What follows belongs to an exercise in optimizing a design on an open flow for small area, a short achievable clock period and few clock cycles; a production flow would make more cautious choices. In this exercise RTL edits were held to simulation tests only and were not proved equivalent to the original. Power is estimated from default activity; no workload was simulated.

==> design/flow/design.v <==
module gpusim_bs (
    input  wire        clk,
    input  wire        rst,           
    input  wire        cmd_valid,
    output wire        cmd_ready,
    input  wire [3:0]  cmd_op,
    input  wire [7:0]  cmd_a,
    input  wire [7:0]  cmd_b,
    input  wire [7:0]  cmd_c,
    output wire        rsp_valid,
    output wire [3:0]  rsp_kind,
    output wire [1:0]  rsp_space,
    output wire [15:0] rsp_info,
    input  wire [7:0]  rd_addr,
    output wire [7:0]  rd_data,
    input  wire [2:0]  rd_reg,
    output wire [7:0]  rd_reg_data,
    output wire [7:0]  pc_o,
    output wire [7:0]  pend_o,
    output wire [1:0]  ctrl_o
);
    localparam MEM_SIZE  = 64;
    localparam REG_COUNT = 8;
    localparam OP_RESET  = 4'd0;
    localparam OP_LOAD   = 4'd1;
    localparam OP_STEP   = 4'd2;
    localparam OP_EXEI   = 4'd4;
    localparam OP_RUN    = 4'd5;
    localparam OP_PAUSE  = 4'd6;
    localparam OP_STOP   = 4'd7;
    localparam OP_WRMEM  = 4'd8;
    localparam K_OK      = 4'd0;
    localparam K_TOOBIG  = 4'd5;
    localparam K_BADCODE = 4'd7;
    localparam K_OOB     = 4'd9;
    localparam K_UNSUP   = 4'd10;
    localparam SP_NONE   = 2'd0;
    localparam SP_REG    = 2'd1;
    localparam SP_MEM    = 2'd2;
    localparam SP_FETCH  = 2'd3;
    localparam C_STOPPED = 2'd0;
    localparam C_RUNNING = 2'd1;
    localparam C_PAUSED  = 2'd2;
    reg [7:0]  mem  [0:MEM_SIZE-1];
    reg [7:0]  regs [0:REG_COUNT-1];
    reg [5:0]  pc;         
    reg [4:0]  k;          
    reg [6:0]  pend;       
    reg [1:0]  ctrl;
    reg        loading;    
    reg        running;    
    reg        exei;       
    reg [23:0] ir0;        
    reg [23:0] ir1;        
    reg        r_valid;    
    reg [3:0]  r_kind;
    reg [1:0]  r_space;
    reg [15:0] r_info;
    assign cmd_ready = !running && !exei;
    wire idle_cmd   = cmd_valid && !loading && !running && !exei;
    wire is_op_step = (cmd_op == OP_STEP);
    wire is_op_exei = (cmd_op == OP_EXEI);
    wire is_op_run  = (cmd_op == OP_RUN);
    wire run_acc    = idle_cmd && is_op_run;
    wire run_mode   = running || run_acc;
    wire [7:0] pdist      = {1'b0, pend} - {2'b0, pc};
    wire       pc_lt_pend = !pdist[7] && (pdist != 8'd0);      
    wire       last3      = pdist[7] || (pdist[6:2] == 5'd0);  
    wire       last6      = pdist[7] || (pdist[6:0] <= 7'd6);  
    wire       lane1_ok   = !pdist[7] && (pdist > 8'd1);       
    wire       lane2_ok   = !pdist[7] && (pdist > 8'd2);       
    wire [7:0] a_op = ir0[23:16];
    wire [7:0] a_a  = ir0[15:8];
    wire [7:0] a_b  = ir0[7:0];
    wire [7:0] b_op = ir1[23:16];
    wire [7:0] b_a  = ir1[15:8];
    wire [7:0] b_b  = ir1[7:0];
    wire       a_alu   = (a_op == 8'h01) || (a_op == 8'h02) || (a_op == 8'h03);
    wire       a_store = (a_op == 8'h04);
    wire [2:0] a_ridx  = (a_op[2:0] == 3'd4) ? a_b[2:0] : a_a[2:0];
    wire [7:0] a_rval  = regs[a_ridx];
    wire [7:0] a_res   = (a_op[1:0] == 2'b01) ? a_b :
                         (a_op[1:0] == 2'b10) ? a_rval + a_b : a_rval - a_b;
    wire       fetch_oob = !exei && (k == 5'd21);
    reg        a_fault;
    reg [3:0]  a_kind;
    reg [1:0]  a_space;
    reg [7:0]  a_info;
    always @(*) begin
        a_fault = 1'b1;
        a_kind  = K_OOB;
        a_space = SP_REG;
        a_info  = a_a;
        if (fetch_oob) begin
            a_space = SP_FETCH;
            a_info  = 8'd64;
        end else if (a_alu) begin
            a_fault = (a_a[7:3] != 5'd0);
        end else if (a_store) begin
            if (a_a[7:6] != 2'd0) begin
                a_space = SP_MEM;
            end else if (a_b[7:3] != 5'd0) begin
                a_info  = a_b;
            end else begin
                a_fault = 1'b0;
            end
        end else begin
            a_kind  = K_BADCODE;
            a_space = SP_NONE;
            a_info  = a_op;
        end
    end
    wire       b_alu   = (b_op == 8'h01) || (b_op == 8'h02) || (b_op == 8'h03);
    wire       b_store = (b_op == 8'h04);
    wire       b_ok    = (b_alu && b_a[7:3] == 5'd0) ||
                         (b_store && b_a[7:6] == 2'd0 && b_b[7:3] == 5'd0);
    wire [2:0] b_ridx  = (b_op[2:0] == 3'd4) ? b_b[2:0] : b_a[2:0];
    wire       b_fwd   = a_alu && (a_a[2:0] == b_ridx);
    wire [7:0] b_rval  = b_fwd ? a_res : regs[b_ridx];
    wire [7:0] b_res   = (b_op[1:0] == 2'b01) ? b_b :
                         (b_op[1:0] == 2'b10) ? b_rval + b_b : b_rval - b_b;
    wire [5:0] a_sdiff  = a_a[5:0] - pc;
    wire       a_hits_b = a_store && (a_sdiff == 6'd3 || a_sdiff == 6'd4 || a_sdiff == 6'd5);
    wire x_en  = running || exei || (idle_cmd && is_op_step) || (run_acc && pc_lt_pend);
    wire a_ok  = x_en && !a_fault;
    wire dual  = a_ok && run_mode && !last3 && (k != 5'd20) && b_ok &&
                 !a_hits_b && !(a_store && b_store);
    wire advance = a_ok && !exei;                 
    wire a_reg_we = a_ok && a_alu;
    wire b_reg_we = dual && b_alu;
    wire a_st     = a_ok && a_store;
    wire st_we    = a_st || (dual && b_store);
    wire clear_all = rst || (idle_cmd && cmd_op == OP_RESET);
    wire beat      = loading && cmd_valid;
    wire wm_we     = idle_cmd && (cmd_op == OP_WRMEM) && (cmd_a[7:6] == 2'd0);
    wire [5:0] saddr = a_st ? a_a[5:0] : b_a[5:0];
    wire [7:0] sdata = a_st ? a_rval : b_rval;
    wire [5:0] waddr = wm_we ? cmd_a[5:0] : saddr;
    wire [7:0] wbyte = wm_we ? cmd_b : sdata;
    wire       wsel  = wm_we || st_we;
    wire [7:0] wd0 = (beat ? cmd_a : wbyte) & {8{!clear_all}};
    wire [7:0] wd1 = (beat ? cmd_b : wbyte) & {8{!clear_all}};
    wire [7:0] wd2 = (beat ? cmd_c : wbyte) & {8{!clear_all}};
    reg [MEM_SIZE-1:0] mem_we;
    integer i;
    always @(*) begin
        for (i = 0; i < MEM_SIZE; i = i + 1)
            mem_we[i] = clear_all
                     || (beat && k == i / 3 && (i % 3 == 0 || (i % 3 == 1 && lane1_ok) || (i % 3 == 2 && lane2_ok)))
                     || (wsel && waddr == i);
    end
    always @(posedge clk) begin
        for (i = 0; i < MEM_SIZE; i = i + 1)
            if (mem_we[i])
                mem[i] <= (i % 3 == 0) ? wd0 : (i % 3 == 1) ? wd1 : wd2;
    end
    always @(posedge clk) begin
        for (i = 0; i < REG_COUNT; i = i + 1)
            if (clear_all || (b_reg_we && b_a[2:0] == i) || (a_reg_we && a_a[2:0] == i))
                regs[i] <= ((b_reg_we && b_a[2:0] == i) ? b_res : a_res) & {8{!clear_all}};
    end
    wire        at_pc = r_valid || exei;
    wire [4:0]  f     = at_pc ? k : k + 5'd2;             
    wire [4:0]  f1    = f + 5'd1;
    wire [23:0] ebank [0:15];
    wire [23:0] obank [0:15];
    genvar gw;
    generate
        for (gw = 0; gw < 16; gw = gw + 1) begin : g_banks
            if (gw <= 10)
                assign ebank[gw] = {mem[6*gw], mem[6*gw+1], mem[6*gw+2]};
            else
                assign ebank[gw] = 24'd0;
            if (gw <= 9)
                assign obank[gw] = {mem[6*gw+3], mem[6*gw+4], mem[6*gw+5]};
            else
                assign obank[gw] = 24'd0;
        end
    endgenerate
    wire [23:0] e_word = ebank[f1[4:1]];
    wire [23:0] o_word = obank[f[4:1]];
    wire [23:0] fw0    = k[0] ? o_word : e_word;        
    wire [23:0] fw1    = k[0] ? e_word : o_word;
    wire [23:0] nw0 = (at_pc || dual) ? fw0 : ir1;
    wire [23:0] nw1 = (at_pc || dual) ? fw1 : fw0;
    wire [6:0]  nbase = {1'b0, pc} + (at_pc ? 7'd0 : dual ? 7'd6 : 7'd3);    
    wire [6:0]  sdiff = {1'b0, saddr} - nbase;
    wire        ir_ld = at_pc || (running && !a_fault) || cmd_valid;
    always @(posedge clk) begin
        if (clear_all) begin
            ir0 <= 24'd0;
            ir1 <= 24'd0;
        end else if (idle_cmd && is_op_exei) begin
            ir0 <= {cmd_a, cmd_b, cmd_c};
        end else if (ir_ld) begin
            ir0[23:16] <= (st_we && sdiff == 7'd0) ? sdata : nw0[23:16];
            ir0[15:8]  <= (st_we && sdiff == 7'd1) ? sdata : nw0[15:8];
            ir0[7:0]   <= (st_we && sdiff == 7'd2) ? sdata : nw0[7:0];
            ir1[23:16] <= (st_we && sdiff == 7'd3) ? sdata : nw1[23:16];
            ir1[15:8]  <= (st_we && sdiff == 7'd4) ? sdata : nw1[15:8];
            ir1[7:0]   <= (st_we && sdiff == 7'd5) ? sdata : nw1[7:0];
        end
    end
    wire x_last = dual ? last6 : last3;
    wire late   = running || exei;                    
    wire x_end  = exei || a_fault || x_last;
    assign rsp_valid = r_valid || (late && x_end && !rst);
    assign rsp_kind  = late ? (a_fault ? a_kind : K_OK) : r_kind;
    assign rsp_space = late ? (a_fault ? a_space : SP_NONE) : r_space;
    assign rsp_info  = late ? (a_fault ? {8'd0, a_info} : {14'd0, exei, 1'b0}) : r_info;
    always @(posedge clk) begin
        r_valid <= 1'b0;
        if (clear_all) begin
            pc      <= 6'd0;
            k       <= 5'd0;
            pend    <= 7'd0;
            ctrl    <= C_STOPPED;
            loading <= 1'b0;
            running <= 1'b0;
            exei    <= 1'b0;
            r_kind  <= K_OK;
            r_space <= SP_NONE;
            r_info  <= 16'd0;
            r_valid <= !rst;
        end else if (beat) begin
            pc <= pc + 6'd3;
            k  <= k + 5'd1;
            if (last3) begin
                pc      <= 6'd0;
                k       <= 5'd0;
                loading <= 1'b0;
                r_kind  <= K_OK;
                r_space <= SP_NONE;
                r_info  <= 16'd0;
                r_valid <= 1'b1;
            end
        end else if (exei) begin
            exei <= 1'b0;                     
        end else if (x_en) begin
            r_kind  <= a_kind;
            r_space <= a_space;
            r_info  <= {8'd0, a_info};
            if (advance) begin
                pc <= dual ? pc + 6'd6 : pc + 6'd3;
                k  <= dual ? k + 5'd2 : k + 5'd1;
            end
            if (a_fault) begin
                running <= 1'b0;
                r_valid <= !running;
                if (run_acc)
                    ctrl <= C_RUNNING;
            end else begin
                r_kind  <= K_OK;
                r_space <= SP_NONE;
                r_info  <= 16'd0;
                if (!run_mode) begin
                    r_valid <= 1'b1;          
                end else if (x_last) begin
                    ctrl    <= C_STOPPED;
                    running <= 1'b0;
                    r_valid <= !running;
                end else begin
                    ctrl    <= C_RUNNING;
                    running <= 1'b1;
                end
            end
        end else if (idle_cmd) begin
            r_kind  <= K_OK;
            r_space <= SP_NONE;
            r_info  <= 16'd0;
            r_valid <= 1'b1;
            case (cmd_op)
                OP_LOAD: begin
                    if ({cmd_a, cmd_b} > MEM_SIZE) begin
                        r_kind <= K_TOOBIG;
                        r_info <= {cmd_a, cmd_b};
                    end else begin
                        pend <= cmd_b[6:0];
                        pc   <= 6'd0;
                        k    <= 5'd0;
                        if (cmd_b[6:0] != 7'd0) begin
                            loading <= 1'b1;
                            r_valid <= 1'b0;
                        end
                    end
                end
                OP_EXEI: begin
                    exei    <= 1'b1;
                    r_valid <= 1'b0;
                end
                OP_RUN:   ctrl <= C_STOPPED;        
                OP_PAUSE: ctrl <= C_PAUSED;
                OP_STOP:  ctrl <= C_STOPPED;
                OP_WRMEM: begin
                    if (cmd_a[7:6] != 2'd0) begin
                        r_kind  <= K_OOB;
                        r_space <= SP_MEM;
                        r_info  <= {8'd0, cmd_a};
                    end
                end
                default: begin
                    r_kind <= K_UNSUP;
                    r_info <= {12'd0, cmd_op};
                end
            endcase
        end
    end
    assign rd_data     = (rd_addr[7:6] == 2'd0) ? mem[rd_addr[5:0]] : 8'd0;
    assign rd_reg_data = regs[rd_reg];
    assign pc_o        = {2'b0, pc};
    assign pend_o      = {1'b0, pend};
    assign ctrl_o      = ctrl;
endmodule
==> design/flow/run.sh <==
#!/bin/bash
# synth_recipe.tcl (not shown) runs the flow's synth.tcl, then flattens the netlist and writes it again
# the make line also repeats each setting of config.mk as NAME=value (left out here)
make -C /OpenROAD-flow-scripts/flow DESIGN_CONFIG=/design/flow/config.mk WORK_HOME=/design/flow/orfs CLKGATE_MAP_FILE= SYNTH_SCRIPT=/design/flow/synth_recipe.tcl finish
==> design/flow/config.mk <==
export PLATFORM = sky130hd
export DESIGN_NAME = gpusim_bs
export DESIGN_NICKNAME = gpusim_bs
export VERILOG_FILES = /design/flow/design.v
export SDC_FILE = /design/flow/constraint.sdc
export NUM_CORES = 4
export LEC_CHECK = 0
export CAP_MARGIN = 20
export CORE_MARGIN = 2
export CORE_UTILIZATION = 40
export SETUP_SLACK_MARGIN = 5
export SLEW_MARGIN = 20
export TNS_END_PERCENT = 0
==> design/flow/constraint.sdc <==
create_clock -name core_clock -period 10.0 [get_ports {clk}]
set_input_delay 2.0000 -clock core_clock [delete_from_list [all_inputs] [get_ports {clk}]]
set_output_delay 2.0000 -clock core_clock [all_outputs]
set_load 0.01 [all_outputs]
==> results of run 1 <==
## through the flow
step | hold WS, ns | cell area (sq um) | cells
final | 0.451 | 45700 | 4970
after global routing | 0.461 | 45600 | 4954
after CTS | 0.453 | 45500 | 4945
after detailed placement | 0.446 | 40300 | 4669
after global placement | 0.442 | 40300 | 4668
after floorplan | 0.432 | 36700 | 3426
## flip-flops by register name, summed over array words and instances, names as in the netlist, 2 cells and up
register  flops
mem         512
ctrl          2
k             5
ir0          24
r_info       16
ir1          24
pend          7
r_kind        4
regs         64
r_space       2
pc            6
## worst max-delay path: cells and delay by family
family,cells,cell delay [ns]
simple gates,6,1.10
buf+inv,3,0.57
compound gates,2,0.69
## cells in the mapped netlist (30+ instances only)
| cell type | instances |
|---|---|
| nor4_1 | 30 |
| a22o_1 | 145 |
| mux2i_1 | 76 |
| a22oi_1 | 92 |
| nand4_1 | 57 |
| o211ai_1 | 42 |
| o221ai_1 | 59 |
| nor3_1 | 93 |
| nand3_1 | 72 |
| clkbuf_1 | 172 |
| dfxtp_1 | 94 |
| a221oi_1 | 138 |
| nand2_1 | 297 |
| ha_1 | 47 |
| o21ai_0 | 131 |
| a21oi_1 | 157 |
| o22ai_1 | 100 |
| inv_1 | 71 |
| edfxtp_1 | 576 |
| o21a_1 | 38 |
| a222oi_1 | 73 |
| a31oi_1 | 42 |
| nor2_1 | 307 |
## cells by family (layout without fill, tap and decap cells)
family	after synthesis	count (layout)	synth area share
XOR/XNOR	38	38	0.00927
AND/OR/NAND/NOR	1037	1039	0.135
adder cells (fa/ha/maj)	54	54	0.0198
other	1	19	0.000102
AO/OA/AOI/OAI	1228	1228	0.250
buffers and inverters	289	629	0.0316
multiplexers	107	107	0.0317
flip-flops	670	670	0.523
## final timing paths
| kind | startpoint | end | slack (ns) | cells after the start |
|---|---|---|---|---|
| setup / recovery | rd_addr[1] | rd_data[3] | 3.62 | 11 |
| hold / removal | r_info[5] | r_info[5] | 0.45 | 2 |
| setup reg to reg | exei | ir1[9] | 3.78 | 16 |
| hold reg to reg | r_info[5] | r_info[5] | 0.45 | 2 |
## layout by cell type (no fill, tap or decap), drive strengths merged, types with 47 or more instances in the layout
master	synthesis	routed
clkbuf	174	98
clkdlybuf4s50	0	74
a21oi	157	157
buf	41	333
edfxtp	576	576
nor3	95	95
o22ai	100	100
nor2	309	309
nand2	297	298
a22o	145	145
a221oi	138	138
o21ai	145	145
dfxtp	94	94
inv	72	75
a222oi	73	73
o221ai	59	59
nand3	73	73
mux2i	80	80
a22oi	92	92
ha	47	47
nand4	57	57
## cell type report
class / instances / area, sq um / share of cell area
Multi-Input combinational cell: 2469 / 18400 / 0.402
Antenna cell: 16 / 40.0 / 0.000876
Inverter: 74 / 285 / 0.00624
Clock buffer: 97 / 2100 / 0.0461
Tap cell: 1186 / 1480 / 0.0325
Sequential cell: 670 / 19200 / 0.420
Timing Repair Buffer: 414 / 3770 / 0.0824
Clock inverter: 44 / 440 / 0.00964
## power by group
group | switching [mW] | internal, mW | leakage (nW) | total [mW]
sequential | 0.787 | 3.89 | 6.67 | 4.68
clock | 1.29 | 1.64 | 1.22 | 2.93
combinational | 1.84 | 0.883 | 8.39 | 2.72
## routing by layer
layer / vias to the layer above / GRT usage / routed length (um)
li1: 14500 / - / -
met1: 18100 / 0.569 / 80500
met2: 3468 / 0.699 / 95300
met3: 1110 / 0.184 / 31100
met4: 10 / 0.422 / 26000
met5: - / 0 / 73
## repair_timing
item,4_1_cts,5_1_grt
gates resized for setup,361,30
pin swaps,84,8
cloned,4,0
hold buffers,0,0
buffers inserted,131,9
setup endpoints to repair,1243,1231
==> metrics.md, run 1 <==
| Metric | Value |
|---|---|
| Worst-Skew Late Latency | roughly 0.7 ns |
| Layout Nets | about 3.8k |
| Root buffer cell | clkbuf_16 |
| FP Rows | approximately 110 |
| Vias in the first global route | ~34k |
| Die W | 307 um |
| Worst min path class | reg -> reg |
| Via count | 37.2k |
| Total of max-cap violations | 0 |
| Core area | ~0.091 sq mm |
| Most frequent CP cell | buf_4 |
| Post-route setup TNS | 0 ns |
| Largest net degree at the start of global routing | between 60 and 70 |
| Min Tclk post-route | 6.38 ns |
| Clock sinks | between 600 and 700 |
| Setup crit end kind | output pin |
| Clock slew at reported path FFs | 0.06 ns |
| Global-route wire length before repair | ~310 mm |
| Vias per cell | approximately 7.5 |
| DRT iter0 DRCs | roughly 7k |
| P_leak | ~16 nW |
| Starting density of the core | 0.402 |
| Io pins | 100 |
| # port buffers | 96 |
| Share of cells above drive strength 1 | 0.217 |
| Final core occ | 0.501 |
| Initial antenna violation count | 19 |
| Top cells by area, synth | edfxtp_1 (47%), dfxtp_1 (5.1%), a22o_1 (3.5%), a221oi_1 (3.3%), nor2_1 (3.1%) |
| Synth async-reset ratio | 0 |
| Gp weighted congestion | ~1.1 |
| Max Slew Vio Count | 0 |
| CP max stage cell | nor4_4 |
| Worst endpoint required time | around 8 ns |
| Cells after Synth | ~3.4k |
| # fillers | 8148 |
| Area share of the largest cell type after synthesis | 0.471 |
| CP cell instances | buf_4, nor2_4, nand3_2, nor2_2, buf_4, a22o_4, a221oi_4, nand4_1, nor4_4, nor2_1, buf_2 |
| Worst slew pin tran | approximately 1.4 ns |
| Post-synth EDFFs | about 580 |
| Worst-case clock buffer depth | 3 |
| Number of H-tree branching levels | 3 |
| Total power | ~10 mW |
| Yosys warns | 3 |
| CP startpoint kind | input pin |
| Fin. Hold Viols | 0 |
| Worst-path fanout max | 9 |
| VDD IR max | between 150 and 200 uV |
| Mean Syn Cell Area | around 11 sq um |
| Place WS | ~1.4 ns |
| Residual DRC | 0 |
| CTS tree | done |
| Overflow after GRT | 0 |
| Final setup viols | 0 |
| Post-DP HPWL | around 160 mm |
| Detail Route Antenna Nets | 0 |
| Post-Syn Area | ~0.037 sq mm |
| Drt pass-1 iters | 9 |
| Wirelength per Cell | approximately 47 um |
| Cts bufs inserted | 78 |
| Highest Clock Rate | 0.157 GHz |
| Final wirelength | 233 mm |
| Die area | between 0.09 and 0.1 sq mm |
| Relative slew slack | 0.0685 |
| Status | finished clean |
| Setup ws final | 3.62 ns |
| GRT Util Overall | 0.486 |
| Number of distinct library cells after synthesis | 105 |
| Post-route clock skew | between 0.05 and 0.06 ns |
| Final period utilization | 0.638 |
| Sequential share of the synthesized area | 0.523 |
| CP peak stage delay | 0.45 ns |
| CP Class | in -> out |
| Pwr/cell area | around 230 mW/mm^2 |
| Synth-to-Final Area Change | 24.5% |
| Largest area contributor in the netlist | edfxtp_1 |
| RSZ-0062 raised after global routing | yes |
| #FFs+latches synth | 670 |
| Synth Flop Type | edfxtp_1 |
| Die Span Y | just over 300 um |
| Worst EP arrival | roughly 4.4 ns |
Testbench counts, summed over its fixed seeds: cycles 15,673.
==> run 2, diff against run 1 <==
--- a/design/flow/config.mk
+++ b/design/flow/config.mk
@@ -10,2 +10,3 @@
 export CORE_UTILIZATION = 40
+export CTS_BUF_LIST = sky130_fd_sc_hd__clkbuf_8
 export SETUP_SLACK_MARGIN = 5
==> metrics.md, run 2 <==
| Metric | Value |
|---|---|
| Number of distinct library cells after synthesis | 105 |
| Worst EP arrival | about 4.4 ns |
| CTS tree | done |
| Mean Syn Cell Area | approximately 11 sq um |
| Buffers & Inverters on Critical Path | 4 |
| R2R cell count | 20 |
| Place WS | 1.35 ns |
| Clock sinks | 670 |
| Root buffer cell | clkbuf_8 |
| Die W | 307 um |
| Worst-case clock buffer depth | 3 |
| Adder-cell area share of the yosys netlist | 0.0198 |
| Post-Synth XOR/XNOR Area | 0.00927 |
| Combinational share of power | 0.276 |
| Worst endpoint required time | ~8 ns |
| Drt pass-1 iters | 11 |
| Hold Crit Depth | 2 |
| Total of max-cap violations | 0 |
| Pwr/cell area | ~220 mW/mm^2 |
| Largest register FFs | around 510 |
| Yosys warns | 3 |
| Sw Share | 0.394 |
| Gp weighted congestion | 1.11 |
| Synth Flop Type | edfxtp_1 |
| Cells after Synth | between 3k and 4k |
| WHS Endpoint | r_info[5] |
| Overflow after GRT | 0 |
| Largest register by flop count | mem |
| Area after DPL | between 0.04 and 0.05 sq mm |
| Synth-to-Final Area Change | 24.4% |
| Fin. Hold Viols | 0 |
| Die Span Y | around 310 um |
| Top cells by area, synth | edfxtp_1 (47%), dfxtp_1 (5.1%), a22o_1 (3.5%), a221oi_1 (3.3%), nor2_1 (3.1%) |
| Main combinational cell family by area after synthesis | compound AO/OA/AOI/OAI gates |
| Status | finished clean |
| Final setup viols | 0 |
| Starting density of the core | 0.402 |
| Cts bufs inserted | roughly 120 |
| Detail Route Antenna Nets | 0 |
| Part of the power in registers | 0.471 |
| Internal Power | approximately 6 mW |
| Highest Clock Rate | about 0.16 GHz |
| Final wirelength | around 230 mm |
| FF-to-FF setup slack | 3.87 ns |
| Min Tclk post-route | around 6.4 ns |
| CP cell instances | buf_12, nor2b_4, buf_6, nand2_8, nor2_4, buf_6, a22oi_2, nand3_1, nor3_4, a21oi_2, buf_2 |
| Sw Pwr | 3.90 mW |
| Simple-gate share of the synthesized area | 0.135 |
| Setup crit end kind | output pin |
| #FFs+latches synth | 670 |
| Post-synthesis compound-gate area fraction | 0.250 |
| GRT Util Overall | 0.486 |
| Area share of the largest cell type after synthesis | 0.471 |
| VDD IR max | 156 uV |
| Largest area contributor in the netlist | edfxtp_1 |
| Setup ws final | around 3.6 ns |
| Residual DRC | 0 |
| # fillers | just over 8k |
| Layout Nets | slightly below 4k |
| # port buffers | 96 |
| Relative slew slack | 0.131 |
| RSZ-0062 raised after global routing | yes |
| Vias in the first global route | ~35k |
| Delay-heaviest family, CP | simple AND/OR/NAND/NOR gates |
| R2r endpoint | mem[52][7] |
| Worst min path class | reg -> reg |
| DRT iter0 DRCs | around 7.1k |
| WP depth | 11 |
| Most frequent CP cell | buf_6 |
| Initial antenna violation count | 23 |
| Clock slew at reported path FFs | roughly 0.050 ns |
| Biggest registers after layout | mem (512), regs (64) |
| Worst slew pin tran | around 1.3 ns |
| Post-synth EDFFs | ~580 |
| Most frequent cell after synthesis | edfxtp_1 |
| Max Slew Vio Count | 0 |
| Most common cell after layout, fill and taps aside | edfxtp_1 |
| Post-Syn Area | 0.0367 sq mm |
| Wirelength per Cell | 46.0 um |
| Share of cells above drive strength 1 | 0.227 |
| Final period utilization | 0.639 |
| Commonest non-fill, non-tap cells in the layout | edfxtp_1 (576), nand2_1 (283), buf_4 (275), nor2_1 (246), a21oi_1 (146) |
| Post-route clock skew | roughly 0.071 ns |
| Global-route wire length before repair | between 300 and 400 mm |
| CP max stage cell | a22oi_2 |
| Post-DP HPWL | 163 mm |
| Post-synth top cells | edfxtp_1 (576), nor2_1 (307), nand2_1 (297) |
| Worst-Skew Late Latency | approximately 0.86 ns |
| P_leak | 16.4 nW |
| Sequential share of the synthesized area | 0.523 |
| Worst-path fanout max | 7 |
| Die area | about 0.094 sq mm |
| CP startpoint kind | input pin |
| Total power | between 9 and 10 mW |
| Largest net degree at the start of global routing | 67 |
| Post-route setup TNS | 0 ns |
| Min-delay src | r_info[5] |
| Vias per cell | 7.40 |
| Core area | 0.0912 sq mm |
| FP Rows | ~110 |
| Multiplexer area fraction after synthesis | 0.0317 |
| Fin area | ~0.046 sq mm |
| Via count | roughly 37k |
| Io pins | 100 |
| Clk network pwr share | 0.253 |
| Number of H-tree branching levels | 3 |
| CP peak stage delay | roughly 0.70 ns |
| Hold Buf Count CTS | 0 |
| RR Startpoint | ir0[16] |
| Synth async-reset ratio | 0 |
| CP Class | in -> out |
[run 2: cell counts after synthesis]
Identical to the previous run, type by type.
[run 2: metal layers]
| metal | routed length [um] | GRT usage | up-vias |
|---|---|---|---|
| li1 | - | - | 14600 |
| met1 | 80500 | 0.569 | 18300 |
| met2 | 95600 | 0.699 | 3516 |
| met3 | 30900 | 0.181 | 1092 |
| met4 | 25900 | 0.423 | 16 |
| met5 | 110 | 0 | - |
[run 2: timing repair]
action	4_1_cts	5_1_grt
resized for setup	379	40
setup endpoints to repair	1242	1215
buffers inserted	136	23
gates cloned	3	1
pin swaps	87	24
[run 2: worst register-to-register path: cells and delay by family, from the launching register on]
family | cells | cell delay (ns)
AO/OA/AOI/OAI | 9 | 2.50
AND/OR/NAND/NOR | 7 | 1.84
multiplexers | 1 | 0.42
flip-flops | 1 | 0.40
adder cells (fa/ha/maj) | 1 | 0.37
buffers and inverters | 2 | 0.31
[run 2: worst max-delay path by stage]
stage | startpoint | to | slack [ns]
final | rd_addr[2] | rd_data[2] | 3.61
after global routing | cmd_valid | ir1[3] | 3.70
after CTS | rd_addr[3] | rd_data[3] | 3.89
after global placement | cmd_valid | ir1[20] | 1.41
after detailed placement | cmd_valid | ir0[21] | 1.35
after floorplan | cmd_valid | ir1[14] | 3.43
[run 2: logic make-up after synthesis]
family | Yosys count
flops | 670
fa+ha+maj | 54
other cells | 1
compound gates | 1228
buf+inv | 289
mux | 107
simple gates | 1037
xor+xnor | 38
[run 2: layout make-up]
cell class	instances	area [sq um]	area share
antenna	15	37.5	0.000822
clock buffer	120	1650	0.0362
clock inverter	94	552	0.0121
inverter	74	288	0.00630
multi-input combinational	2469	18400	0.404
sequential	670	19200	0.420
tap	1186	1480	0.0325
timing repair buffer	433	4010	0.0878
[run 2: power by group through the flow]
stage               Clock (mW)  Combinational, mW  Sequential [mW]
CTS                       2.50               2.54             4.58
global route              2.61               2.83             4.65
finish                    2.51               2.73             4.67
global placement             0               2.42             4.63
detailed placement           0               2.42             4.61
floorplan                    0               1.44             4.13
[run 2: through the flow]
stage	utilization	instances	hold WS [ns]
after CTS	0.496	5022	0.451
after global routing	0.500	5048	0.460
after detailed placement	0.442	4669	0.446
after global placement	0.441	4668	0.442
after floorplan	-	3426	0.432
final	0.500	5061	0.449
==> run 3, diff against run 2 <==
--- a/design/flow/design.v
+++ b/design/flow/design.v
@@ -48,2 +48,5 @@
     reg [6:0]  pend;       
+    reg [7:0]  pdist;      
+    reg        k20;        
+    reg        k21;        
     reg [1:0]  ctrl;
@@ -65,3 +68,2 @@
     wire run_mode   = running || run_acc;
-    wire [7:0] pdist      = {1'b0, pend} - {2'b0, pc};
     wire       pc_lt_pend = !pdist[7] && (pdist != 8'd0);      
@@ -83,3 +85,3 @@
                          (a_op[1:0] == 2'b10) ? a_rval + a_b : a_rval - a_b;
-    wire       fetch_oob = !exei && (k == 5'd21);
+    wire       fetch_oob = !exei && k21;
     reg        a_fault;
@@ -118,16 +120,20 @@
     wire       b_fwd   = a_alu && (a_a[2:0] == b_ridx);
-    wire [7:0] b_rval  = b_fwd ? a_res : regs[b_ridx];
+    wire [7:0] b_rreg  = regs[b_ridx];
+    wire [7:0] b_rval  = b_fwd ? a_res : b_rreg;
     wire [7:0] b_res   = (b_op[1:0] == 2'b01) ? b_b :
                          (b_op[1:0] == 2'b10) ? b_rval + b_b : b_rval - b_b;
-    wire [5:0] a_sdiff  = a_a[5:0] - pc;
-    wire       a_hits_b = a_store && (a_sdiff == 6'd3 || a_sdiff == 6'd4 || a_sdiff == 6'd5);
-    wire x_en  = running || exei || (idle_cmd && is_op_step) || (run_acc && pc_lt_pend);
-    wire a_ok  = x_en && !a_fault;
-    wire dual  = a_ok && run_mode && !last3 && (k != 5'd20) && b_ok &&
-                 !a_hits_b && !(a_store && b_store);
+    wire [6:0] a_sd     = {1'b0, a_a[5:0]} - {1'b0, pc};
+    wire [6:0] b_sd     = {1'b0, b_a[5:0]} - {1'b0, pc};
+    wire       a_hits_b = a_store && (a_sd == 7'd3 || a_sd == 7'd4 || a_sd == 7'd5);
+    wire x_en    = running || exei || (idle_cmd && is_op_step) || (run_acc && pc_lt_pend);
+    wire a_ok    = x_en && !a_fault;
+    wire dual_c  = !exei && !a_fault && !last3 && !k20 && b_ok &&
+                   !a_hits_b && !(a_store && b_store) && !(b_store && b_fwd);
+    wire dual    = x_en && run_mode && dual_c;
     wire advance = a_ok && !exei;                 
+    wire a_st_c   = !a_fault && a_store;
+    wire st_c     = a_st_c || (dual_c && b_store);
     wire a_reg_we = a_ok && a_alu;
     wire b_reg_we = dual && b_alu;
-    wire a_st     = a_ok && a_store;
-    wire st_we    = a_st || (dual && b_store);
+    wire st_we    = x_en && (a_st_c || (run_mode && dual_c && b_store));
     wire clear_all = rst || (idle_cmd && cmd_op == OP_RESET);
@@ -135,4 +141,4 @@
     wire wm_we     = idle_cmd && (cmd_op == OP_WRMEM) && (cmd_a[7:6] == 2'd0);
-    wire [5:0] saddr = a_st ? a_a[5:0] : b_a[5:0];
-    wire [7:0] sdata = a_st ? a_rval : b_rval;
+    wire [5:0] saddr = a_st_c ? a_a[5:0] : b_a[5:0];
+    wire [7:0] sdata = a_st_c ? a_rval : b_rreg;
     wire [5:0] waddr = wm_we ? cmd_a[5:0] : saddr;
@@ -183,6 +189,13 @@
     wire [23:0] fw1    = k[0] ? e_word : o_word;
-    wire [23:0] nw0 = (at_pc || dual) ? fw0 : ir1;
-    wire [23:0] nw1 = (at_pc || dual) ? fw1 : fw0;
-    wire [6:0]  nbase = {1'b0, pc} + (at_pc ? 7'd0 : dual ? 7'd6 : 7'd3);    
-    wire [6:0]  sdiff = {1'b0, saddr} - nbase;
+    wire [23:0] nw0 = (at_pc || dual_c) ? fw0 : ir1;
+    wire [23:0] nw1 = (at_pc || dual_c) ? fw1 : fw0;
+    reg  [5:0]  a_hit, b_hit;
+    integer m;
+    always @(*) begin
+        for (m = 0; m < 6; m = m + 1) begin
+            a_hit[m] = at_pc ? (a_sd == m) : dual_c ? (a_sd == m + 6) : (a_sd == m + 3);
+            b_hit[m] = (b_sd == m + 6);           
+        end
+    end
+    wire [5:0]  hit = (st_c && !r_valid) ? (a_st_c ? a_hit : b_hit) : 6'd0;
     wire        ir_ld = at_pc || (running && !a_fault) || cmd_valid;
@@ -195,8 +208,8 @@
         end else if (ir_ld) begin
-            ir0[23:16] <= (st_we && sdiff == 7'd0) ? sdata : nw0[23:16];
-            ir0[15:8]  <= (st_we && sdiff == 7'd1) ? sdata : nw0[15:8];
-            ir0[7:0]   <= (st_we && sdiff == 7'd2) ? sdata : nw0[7:0];
-            ir1[23:16] <= (st_we && sdiff == 7'd3) ? sdata : nw1[23:16];
-            ir1[15:8]  <= (st_we && sdiff == 7'd4) ? sdata : nw1[15:8];
-            ir1[7:0]   <= (st_we && sdiff == 7'd5) ? sdata : nw1[7:0];
+            ir0[23:16] <= hit[0] ? sdata : nw0[23:16];
+            ir0[15:8]  <= hit[1] ? sdata : nw0[15:8];
+            ir0[7:0]   <= hit[2] ? sdata : nw0[7:0];
+            ir1[23:16] <= hit[3] ? sdata : nw1[23:16];
+            ir1[15:8]  <= hit[4] ? sdata : nw1[15:8];
+            ir1[7:0]   <= hit[5] ? sdata : nw1[7:0];
         end
@@ -216,2 +229,5 @@
             pend    <= 7'd0;
+            pdist   <= 8'd0;
+            k20     <= 1'b0;
+            k21     <= 1'b0;
             ctrl    <= C_STOPPED;
@@ -225,4 +241,7 @@
         end else if (beat) begin
-            pc <= pc + 6'd3;
-            k  <= k + 5'd1;
+            pc    <= pc + 6'd3;
+            k     <= k + 5'd1;
+            pdist <= pdist - 8'd3;
+            k20   <= (k == 5'd19);
+            k21   <= (k == 5'd20);
             if (last3) begin
@@ -230,2 +249,5 @@
                 k       <= 5'd0;
+                pdist   <= {1'b0, pend};
+                k20     <= 1'b0;
+                k21     <= 1'b0;
                 loading <= 1'b0;
@@ -243,4 +265,7 @@
             if (advance) begin
-                pc <= dual ? pc + 6'd6 : pc + 6'd3;
-                k  <= dual ? k + 5'd2 : k + 5'd1;
+                pc    <= dual ? pc + 6'd6 : pc + 6'd3;
+                k     <= dual ? k + 5'd2 : k + 5'd1;
+                pdist <= dual ? pdist - 8'd6 : pdist - 8'd3;
+                k20   <= dual ? (k == 5'd18) : (k == 5'd19);
+                k21   <= dual ? (k == 5'd19) : (k == 5'd20);
             end
@@ -277,5 +302,8 @@
                     end else begin
-                        pend <= cmd_b[6:0];
-                        pc   <= 6'd0;
-                        k    <= 5'd0;
+                        pend  <= cmd_b[6:0];
+                        pdist <= {1'b0, cmd_b[6:0]};
+                        pc    <= 6'd0;
+                        k     <= 5'd0;
+                        k20   <= 1'b0;
+                        k21   <= 1'b0;
                         if (cmd_b[6:0] != 7'd0) begin
--- a/design/flow/config.mk
+++ b/design/flow/config.mk
@@ -9,4 +9,3 @@
 export CORE_MARGIN = 2
-export CORE_UTILIZATION = 40
-export CTS_BUF_LIST = sky130_fd_sc_hd__clkbuf_8
+export CORE_UTILIZATION = 45
 export SETUP_SLACK_MARGIN = 5
==> metrics.md, run 3 <==
| Metric | Value |
|---|---|
| Status | finished clean |
| Post-route insts no fill | around 5.2k |
| WHS Endpoint | r_info[2] |
| Post-route setup TNS | 0 ns |
| P_leak | between 15 and 20 nW |
| Area share of the largest cell type after synthesis | 0.453 |
| GRT Util Overall | 0.567 |
| DRT iter0 DRCs | 8615 |
| CP max stage cell | a2111oi_1 |
| Io pins | 100 |
| Worst-Skew Late Latency | 0.68 ns |
| Max Slew Vio Count | 0 |
| CP peak stage delay | ~1.3 ns |
| Wirelength per Cell | between 40 and 50 um |
| Via count | 41.4k |
| Most frequent CP cell | nand2_1 |
| # port buffers | 96 |
| #FFs+latches synth | approximately 700 |
| Final core occ | 0.567 |
| Total of max-cap violations | 0 |
| Setup crit end kind | flop |
| CP cell instances | clkdlybuf4s15_2, nor4b_4, nand2_1, nor2_2, nor2_4, a2111oi_1, a21oi_1, nor3_1, nand2_1, o21ai_2 |
| Root buffer cell | clkbuf_16 |
| Fin area | about 0.048 sq mm |
| Cells after Synth | 3713 |
| Area after DPL | 0.0417 sq mm |
| Fin. Hold Viols | 0 |
| Worst min path class | reg -> reg |
| Die Span Y | around 300 um |
| Largest area contributor in the netlist | edfxtp_1 |
| # placed instances | between 4k and 5k |
| R2r endpoint | ir0[14] |
| Detail Route Antenna Nets | 0 |
| Share of cells above drive strength 1 | 0.212 |
| Mean Syn Cell Area | between 10 and 15 sq um |
| Drt pass-1 iters | 11 |
| CP startpoint kind | input pin |
| Die W | ~300 um |
| Total power | roughly 11 mW |
| GR Util met2 | 0.796 |
| Multi-input gate area | about 0.020 sq mm |
| Number of distinct library cells after synthesis | roughly 100 |
| RSZ-0062 raised after global routing | yes |
| Sequential share of the synthesized area | 0.508 |
| Cts bufs inserted | 74 |
| Worst slew pin tran | around 1.4 ns |
| Post-Syn Area | around 0.038 sq mm |
| FF-to-FF setup slack | 3.66 ns |
| # fillers | slightly above 7k |
| Synth-to-Final Area Change | 24.5% |
| Clock sinks | 680 |
| Vias per cell | approximately 7.9 |
| CTS tree | done |
| RR Startpoint | r_valid |
| Hold Crit Depth | 2 |
| Post-route clock skew | 0.0311 ns |
| Post-DP HPWL | around 180 mm |
| Core area | between 0.08 and 0.09 sq mm |
| Hold WS | 0.465 ns |
| Synth async-reset ratio | 0 |
| Starting density of the core | 0.455 |
| Layout Nets | 4127 |
| Place WS | ~2.1 ns |
| Synth Flop Type | edfxtp_1 |
| Largest net degree at the start of global routing | 64 |
| Relative slew slack | 0.0437 |
| FF+latch area | just under 0.02 sq mm |
| Worst endpoint required time | roughly 10 ns |
| M1 GR Usage | 0.606 |
| Global-route wire length before repair | ~330 mm |
| Most frequent cell after synthesis | edfxtp_1 |
| Most common cell after layout, fill and taps aside | edfxtp_1 |
| Die area | 0.0871 sq mm |
| R2R cell count | 12 |
| Worst-path fanout max | 9 |
| Worst EP arrival | 6.65 ns |
| Clock slew at reported path FFs | 0.06 ns |
| Final period utilization | 0.638 |
| Initial antenna violation count | 23 |
| Largest register by flop count | mem |
| Vias in the first global route | ~37k |
| CP Class | in -> reg |
| Residual DRC | 0 |
| Number of H-tree branching levels | 3 |
| Commonest non-fill, non-tap cells in the layout | edfxtp_1 (576), buf_4 (311), nand2_1 (310), nor2_1 (283), a21oi_1 (217) |
| FP Rows | 106 |
| Worst-case clock buffer depth | 3 |
| Post-synth EDFFs | roughly 580 |
| Setup ws final | between 3 and 4 ns |
| Highest Clock Rate | about 0.16 GHz |
| Largest register FFs | 512 |
| Biggest registers after layout | mem (512), regs (64) |
| Final wirelength | about 250 mm |
| Final setup viols | 0 |
| GR peak layer | met2 |
| Met3 usage | 0.295 |
| Top cells by area, synth | edfxtp_1 (45%), dfxtp_1 (5.5%), a22oi_1 (4.2%), nor2_1 (3.5%), nand2_1 (3.2%) |
| Post-synth top cells | edfxtp_1 (576), nor2_1 (356), nand2_1 (323) |
| VDD IR max | a little under 200 uV |
| Gp weighted congestion | approximately 1.2 |
| Pwr/cell area | around 220 mW/mm^2 |
| Yosys warns | 3 |
| Min-delay src | r_info[2] |
| Overflow after GRT | 0 |
| Min Tclk post-route | between 6 and 7 ns |
[run 3: metal layers]
metal	share of wire	routed length, um
met3	0.16	40600
met2	0.40	99800
met1	0.31	78500
met5	0.0019	469
met4	0.13	32100
[run 3: timing repair]
action                                  4_1_cts  5_1_grt
cloned                                        2        1
hold endpoints to repair                      0        0
hold buffers                                  0        0
buffers inserted                            154       24
pin swaps                                   100       14
endpoints found under the setup margin     1023      859
gates resized for setup                     326       21
[run 3: final cells by class]
cell class | count | area share
tap | 1134 | 0.0299
clock inverter | 50 | 0.0152
timing repair buffer | 462 | 0.0898
multi-input combinational | 2763 | 0.412
sequential | 680 | 0.408
clock buffer | 84 | 0.0400
inverter | 54 | 0.00450
antenna | 21 | 0.00111
[run 3: worst max path at each step]
stage                  to  slack [ns]        from  depth (start not counted)
2_1_floorplan   rsp_valid        4.67   cmd_valid                          9
3_3_place_gp   rd_data[5]        2.10  rd_addr[5]                         10
5_1_grt        rd_data[5]        3.80  rd_addr[0]                         10
6_report       mem[42][2]        3.62   cmd_valid                         10
4_1_cts        rd_data[1]        4.01  rd_addr[2]                         13
3_5_place_dp   rd_data[0]        2.12  rd_addr[4]                         10
[run 3: where the power goes]
group | switching (mW) | internal [mW] | leakage, nW | total [mW]
clock network | 1.29 | 1.73 | 1.26 | 3.02
registers | 0.890 | 3.83 | 6.65 | 4.72
logic | 1.94 | 0.910 | 8.88 | 2.85
[run 3: cells by family (layout without fill, tap and decap cells)]
| group | Yosys count | count (layout) | share of synthesized area |
|---|---|---|---|
| adder cells (fa/ha/maj) | 50 | 50 | 0.0172 |
| XOR/XNOR | 38 | 38 | 0.00872 |
| other | 1 | 24 | 0.0000983 |
| buffers and inverters | 274 | 650 | 0.0287 |
| multiplexers | 137 | 138 | 0.0432 |
| flip-flops | 680 | 680 | 0.508 |
| AO/OA/AOI/OAI | 1371 | 1371 | 0.251 |
| AND/OR/NAND/NOR | 1162 | 1163 | 0.143 |
[run 3: worst max-delay path: cells and delay by family]
kind                   cells  cell delay (ns)
AO/OA/AOI/OAI              3             2.87
AND/OR/NAND/NOR            6             1.45
buffers and inverters      1             0.28
Testbench counts of run 3, summed over its fixed seeds: cycles 15,730.
==> run 4, diff against run 3 <==
--- a/design/flow/config.mk
+++ b/design/flow/config.mk
@@ -9,3 +9,4 @@
 export CORE_MARGIN = 2
-export CORE_UTILIZATION = 45
+export CORE_UTILIZATION = 40
+export CTS_BUF_LIST = sky130_fd_sc_hd__clkbuf_8
 export SETUP_SLACK_MARGIN = 5
==> metrics.md, run 4 <==
| Metric | Value |
|---|---|
| Status | finished clean |
| Biggest registers after layout | mem (512), regs (64) |
| Post-synth EDFFs | about 580 |
| Io pins | 100 |
| Max Slew Vio Count | 0 |
| R2r endpoint | ctrl[0] |
| # port buffers | 96 |
| Clock sinks | between 600 and 700 |
| Wirelength per Cell | between 40 and 50 um |
| Post-Syn Area | ~0.038 sq mm |
| Die W | 313 um |
| DRT iter0 DRCs | roughly 8.3k |
| Worst min path class | reg -> reg |
| Fin area | between 0.04 and 0.05 sq mm |
| Number of H-tree branching levels | 3 |
| Starting density of the core | 0.403 |
| Worst endpoint required time | roughly 8 ns |
| Post-route setup TNS | 0 ns |
| # placed instances | between 5k and 6k |
| Largest register FFs | just over 500 |
| Via count | about 41k |
| RR Startpoint | ir0[8] |
| CTS tree | done |
| Worst slew pin tran | 1.41 ns |
| Most common cell after layout, fill and taps aside | edfxtp_1 |
| #FFs+latches synth | between 600 and 700 |
| Post-route insts no fill | approximately 5.5k |
| Drt pass-1 iters | 12 |
| Post-synth top cells | edfxtp_1 (576), nor2_1 (356), nand2_1 (323) |
| Worst-case clock buffer depth | 3 |
| Synth async-reset ratio | 0 |
| Largest net degree at the start of global routing | 76 |
| Highest Clock Rate | 0.161 GHz |
| Layout Nets | between 4k and 5k |
| Clock slew at reported path FFs | 0.07 ns |
| Post-route clock skew | 0.0783 ns |
| Residual DRC | 0 |
| CP max stage cell | nand4_1 |
| CP cell instances | buf_12, nor2b_4, nand2_4, nor2_2, buf_6, a22oi_2, nand4_1, nor3_2, a21oi_1, buf_2 |
| Total of max-cap violations | 0 |
| Pwr/cell area | ~220 mW/mm^2 |
| Synth Flop Type | edfxtp_1 |
| Min-delay src | r_kind[0] |
| Min Tclk post-route | around 6.2 ns |
| Gp weighted congestion | ~1.1 |
| RSZ-0062 raised after global routing | yes |
| P_leak | between 15 and 20 nW |
| Overflow after GRT | 0 |
| R2R cell count | 39 |
| FP Rows | roughly 110 |
| Final period utilization | 0.621 |
| Worst EP arrival | between 4 and 5 ns |
| Number of distinct library cells after synthesis | 104 |
| Post-DP HPWL | about 200 mm |
| Setup crit end kind | output pin |
| Largest register by flop count | mem |
| GRT Util Overall | 0.537 |
| Synth-to-Final Area Change | 25.5% |
| Hold Buf Count CTS | 0 |
| Area after DPL | approximately 0.042 sq mm |
| Mean Syn Cell Area | between 10 and 15 sq um |
| Largest area contributor in the netlist | edfxtp_1 |
| VDD IR max | 208 uV |
| Cts bufs inserted | about 120 |
| Hold Crit Depth | 2 |
| Share of cells above drive strength 1 | 0.229 |
| CP peak stage delay | between 0.5 and 0.6 ns |
| Worst-Skew Late Latency | slightly below 0.9 ns |
| Top cells by area, synth | edfxtp_1 (45%), dfxtp_1 (5.5%), a22oi_1 (4.2%), nor2_1 (3.5%), nand2_1 (3.2%) |
| CP startpoint kind | input pin |
| Area share of the largest cell type after synthesis | 0.453 |
| FF-to-FF setup slack | just under 4 ns |
| Most frequent cell after synthesis | edfxtp_1 |
| CP Class | in -> out |
| Global-route wire length before repair | 351 mm |
| WHS Endpoint | r_kind[0] |
| Final core occ | 0.506 |
| Final wirelength | between 200 and 300 mm |
| Core area | ~0.095 sq mm |
| Worst-path fanout max | 6 |
| Commonest non-fill, non-tap cells in the layout | edfxtp_1 (576), nand2_1 (309), buf_4 (296), nor2_1 (283), a21oi_1 (217) |
| Detail Route Antenna Nets | 0 |
| Vias per cell | 7.58 |
| Initial antenna violation count | 35 |
| Yosys warns | 3 |
| Relative slew slack | 0.0572 |
| Die area | just under 0.1 sq mm |
| Vias in the first global route | 37.5k |
| Final setup viols | 0 |
| Die Span Y | 313 um |
| Sequential share of the synthesized area | 0.508 |
| Fin. Hold Viols | 0 |
| Root buffer cell | clkbuf_8 |
| Cells after Synth | about 3.7k |
run 4: logic make-up after synthesis:
logic type / after synthesis / synth area share
AO/OA/AOI/OAI: 1371 / 0.251
AND/OR/NAND/NOR: 1162 / 0.143
flip-flops: 680 / 0.508
buffers and inverters: 274 / 0.0287
multiplexers: 137 / 0.0432
adder cells (fa/ha/maj): 50 / 0.0172
XOR/XNOR: 38 / 0.00872
other: 1 / 0.0000983
run 4: layer usage:
metal,up-vias,wire (um),track usage
met4,12,34600,0.512
met3,1498,38400,0.229
met2,4433,109000,0.767
li1,15600,-,-
met1,19800,87100,0.596
met5,-,284,0.00435
run 4: through the flow:
step	power, mW	setup slack, ns	hold slack, ns
floorplan	5.55	4.67	0.432
global placement	7.27	1.96	0.441
detailed placement	7.28	1.95	0.455
CTS	10.2	3.90	0.465
global route	10.7	3.78	0.473
finish	10.7	3.79	0.465
run 4: what timing repair did:
action,in CTS,in global routing
setup buffers,136,36
pin swaps,100,45
resized for setup,319,79
endpoints found under the setup margin,748,640
gates cloned,2,0
run 4: power breakdown:
| group | switching (mW) | internal (mW) |
|---|---|---|
| Clock | 1.35 | 1.55 |
| Combinational | 2.03 | 0.953 |
| Sequential | 0.949 | 3.83 |
run 4: final cells by class:
class / count / area [sq um]
Fill cell: 8418 / 46800
Multi-Input combinational cell: 2762 / 19800
Sequential cell: 680 / 19400
Timing Repair Buffer: 459 / 4250
Clock buffer: 115 / 1580
Tap cell: 1265 / 1580
Clock inverter: 100 / 993
Inverter: 54 / 216
Antenna cell: 31 / 77.6
run 4: worst max-delay path by stage:
stage	to	cells after the start	slack (ns)	startpoint
after floorplan	rsp_valid	9	4.67	cmd_valid
after global placement	rd_data[1]	8	1.96	rd_addr[4]
after detailed placement	rd_data[1]	8	1.95	rd_addr[4]
after CTS	rd_data[3]	13	3.90	rd_addr[3]
after global routing	ctrl[0]	40	3.78	ir0[8]
final	rd_data[0]	10	3.79	rd_addr[3]
run 4: critical path, delay by kind of cell:
kind                   cells  cell delay (ns)
AND/OR/NAND/NOR            5             1.21
AO/OA/AOI/OAI              2             0.56
buffers and inverters      3             0.41

static timing again, ports no longer ideal:
Ports are ideal in the flow. The routed layouts listed here were re-timed in OpenROAD.
Step 1: set_driving_cell puts a clkbuf_16 on clk and a buf_2 on each other input, an assumption about the parent block.
Step 2 times the ports against the registers' clock, not the clock port: input delays grow and output delays shrink by t, the midpoint of the rising clock arrivals with the driver on.
Three values: ideal ports, drivers, drivers and shift; two values: the first two.
run	shift t [ns]	setup WS [ns]	worst hold slack (ns)	worst register clock-pin slew, ns
run 1	0.748	3.622 / 3.592 / 3.048	0.451 / 0.451 / 0.451	0.07 / 0.07
run 2	0.897	3.608 / 3.548 / 2.903	0.449 / 0.449 / 0.449	0.07 / 0.07
run 3	0.744	3.616 / 3.628 / 2.884	0.465 / 0.465 / 0.465	0.07 / 0.07
run 4	0.905	3.791 / 3.738 / 3.077	0.465 / 0.465 / 0.465	0.08 / 0.08
After both steps setup and hold are still met in every run listed. For run 3, which loses most, drivers alone change the setup slack by +0.012 ns; drivers and shift together by -0.732 ns.
